Source: an optimization exercise on an open RTL-to-GDS flow (aim: small area and a short achievable clock period). Production flows keep margins and buffers that such runs may drop. At most, simulation tests tie the RTL to the original design; equivalence was not proved. Power figures rest on the tool's default switching activity, not on a simulated workload.

==> flow/design.v (excerpt) <==
module qzsl6_core #(
    parameter [23:0] CRC24Q_INIT = 24'h000000
) (
    input  wire        clk,
    input  wire        rst,         
    input  wire        cmd_valid,
    input  wire [3:0]  cmd_op,
    input  wire [23:0] cmd_arg,
    output reg  [23:0] crc,
    output reg  [7:0]  res,
    output reg         eq,
    output reg         err,
    output wire        rec_valid,
    output wire [1:0]  rec_code,
    output wire [15:0] rec_msgid,
    output wire [9:0]  rec_len
);
For scale: roughly 1,300 cells after synthesis, ~120 flip-flops, about 94 I/O pins.
==> flow/config.mk <==
export PLATFORM = sky130hd
export DESIGN_NAME = qzsl6_core
export DESIGN_NICKNAME = qzsl6_core
export VERILOG_FILES = /design/flow/design.v
export SDC_FILE = /design/flow/constraint.sdc
export NUM_CORES = 4
export LEC_CHECK = 0
export CAP_MARGIN = 20
export CORE_MARGIN = 2
export CORE_UTILIZATION = 40
export PLACE_DENSITY = 0.6
export SLEW_MARGIN = 20
export SETUP_SLACK_MARGIN = 9
export TNS_END_PERCENT = 0
export BUFFER_PORTS_ARGS = -buffer_cell sky130_fd_sc_hd__buf_1
==> flow/constraint.sdc <==
create_clock -name core_clock -period 14.0 [get_ports {clk}]
set_input_delay 2.8000 -clock core_clock [delete_from_list [all_inputs] [get_ports {clk}]]
set_output_delay 2.8000 -clock core_clock [all_outputs]
set_load 0.01 [all_outputs]
standard.sh (not shown) runs the stock make flow with config.mk's settings and CLKGATE_MAP_FILE= SYNTH_SCRIPT=/design/flow/synth_recipe.tcl, a recipe that flattens the netlist after the stock synthesis.
==> flow/flow/run.sh <==
#!/bin/bash
# The standard layout with three changes to how it is made:
#  - port buffers are buf_1 cells (sized later by repair like any other cell),
#  - setup repair aims at a 9 ns slack margin,
#  - and only on the worst path (no TNS repair).
cat >> config.mk <<'EOC'
export SETUP_SLACK_MARGIN = 9
export TNS_END_PERCENT = 0
export BUFFER_PORTS_ARGS = -buffer_cell sky130_fd_sc_hd__buf_1
EOC
bash standard.sh > standard.log 2>&1
Change:
--- a/flow/design.v
+++ b/flow/design.v
@@ -40,25 +40,25 @@
                     acc = acc ^ ({6'h00, 9'h11D} << (k - 8));
             gmul = acc[7:0];
         end
     endfunction
     assign p = gmul(a, b);
 endmodule
 module gf256_inv (
     input  wire [7:0] a,
     output reg  [7:0] y
 );
     always @* begin
         case (a)
-            8'h00: y = 8'h43;
+            8'h00: y = 8'h00;
             8'h01: y = 8'h01;
             8'h02: y = 8'h8E;
             8'h03: y = 8'hF4;
             8'h04: y = 8'h47;
             8'h05: y = 8'hA7;
             8'h06: y = 8'h7A;
             8'h07: y = 8'hBA;
             8'h08: y = 8'hAD;
             8'h09: y = 8'h9D;
             8'h0A: y = 8'hDD;
             8'h0B: y = 8'h98;
             8'h0C: y = 8'h3D;
Outcome: Clock power is higher by about 6%. Power is higher by 0.64%. Routed wire length is lower by 11%. Cell area is lower by about 4.3%. Die area is lower by 0.63%. Clock-buffer cell count is higher by 2. Final cell count is lower by 0.65%. Non-clock buffer count is lower by 30. Sequential share of layout area is higher by 1.0 points.
For the first run of this note, only the layout was checked, not whether the RTL still works.

--- another note on this design; it stands on its own ---

## qzsl6_core
module qzsl6_core #(
    parameter [23:0] CRC24Q_INIT = 24'h000000
) (
    input  wire        clk,
    input  wire        rst,         
    input  wire        cmd_valid,
    input  wire [3:0]  cmd_op,
    input  wire [23:0] cmd_arg,
    output reg  [23:0] crc,
    output reg  [7:0]  res,
    output reg         eq,
    output reg         err,
    output wire        rec_valid,
    output wire [1:0]  rec_code,
    output wire [15:0] rec_msgid,
    output wire [9:0]  rec_len
);
    localparam [3:0] OP_NOP      = 4'h0,
                     OP_SRST     = 4'h1,
                     OP_CRC_INIT = 4'h2,
                     OP_CRC_BYTE = 4'h3,
                     OP_CRC_CHK  = 4'h4,
                     OP_GF_MUL   = 4'h5,
                     OP_GF_MAC   = 4'h6,
                     OP_GF_INV   = 4'h7,
                     OP_DMX_BYTE = 4'h8,
                     OP_DMX_RST  = 4'h9;
    wire [7:0] a = cmd_arg[7:0];
    wire [7:0] b = cmd_arg[15:8];
    wire clr = rst || (cmd_valid && cmd_op == OP_SRST);
    wire [23:0] crc_step;
    crc24q_step u_crc (
        .crc_in (crc),
        .data   (a),
        .crc_out(crc_step)
    );
    wire [7:0] prod;
    wire [7:0] inv;
    gf256_mul u_mul (.a(a), .b(b), .p(prod));
    gf256_inv u_inv (.a(a), .y(inv));
    always @(posedge clk) begin
        if (clr) begin
  ...
Settings: LEC_CHECK=0, CAP_MARGIN=20, CORE_MARGIN=2, CORE_UTILIZATION=40, PLACE_DENSITY=0.6, SLEW_MARGIN=20, SETUP_SLACK_MARGIN=9, TNS_END_PERCENT=0; clock period 14.0 ns.
standard.sh (not shown) runs the stock make flow with config.mk's settings and CLKGATE_MAP_FILE= SYNTH_SCRIPT=/design/flow/synth_recipe.tcl, a recipe that flattens the netlist after the stock synthesis.
==> flow/flow/run.sh <==
#!/bin/bash
echo "export SETUP_SLACK_MARGIN = 9" >> config.mk
echo "export TNS_END_PERCENT = 0" >> config.mk
bash standard.sh > standard.log 2>&1
The first run completed without violations.
==> next run, changes <==
==> flow/run.sh (new file) <==
#!/bin/bash
# synth_recipe.tcl (not shown) runs the flow's synth.tcl, then flattens the netlist and writes it again
# the make line also repeats each setting of config.mk as NAME=value (left out here)
make -C /OpenROAD-flow-scripts/flow DESIGN_CONFIG=/design/flow/config.mk WORK_HOME=/design/flow/orfs CLKGATE_MAP_FILE= SYNTH_SCRIPT=/design/flow/synth_recipe.tcl finish
--- a/flow/config.mk
+++ b/flow/config.mk
@@ -11,4 +11,2 @@
 export PLACE_DENSITY = 0.6
 export SLEW_MARGIN = 20
-export SETUP_SLACK_MARGIN = 9
-export TNS_END_PERCENT = 0
removed: flow/flow/run.sh
removed: flow/standard.sh
What happened: The new run completed with no timing, DRC or antenna violations; worst setup slack got worse by 1.0 ns; register-to-register slack improved by 0.11 ns; routed wire length fell by a few percent; clock-buffer cell count is unchanged; final area fell by a little under a tenth; combinational power fell by roughly a tenth; fmax fell by about a fifth.

[re-timing with driven ports]
The flow's constraints put no driver on any port. The routed layouts listed below were extracted and timed again, unchanged, in two steps.
Step 1: set_driving_cell puts a clkbuf_16 on clk and a buf_2 on each other input, an assumption about the parent block.
Step 2 also shifts input and output timing later by t, the mid clock arrival at the registers, as if the neighbouring blocks saw the same clock.
a / b / c = ideal / step 1 / step 2; a / b = the first two.
run	shift t [ns]	setup slack, ns	pins driven straight from the clock port
the first run of note 1	0.460	8.892 / 8.812 / 8.352	1
the second run of note 1	0.465	8.937 / 8.961 / 8.496	1
the first run of note 2	0.464	8.919 / 8.942 / 8.478	1
the second run of note 2	0.470	7.920 / 7.948 / 7.478	1
After both steps setup and hold are still met in every run listed. For the first run of note 1, which loses most, drivers alone change the setup slack by -0.080 ns; drivers and shift together by -0.540 ns.
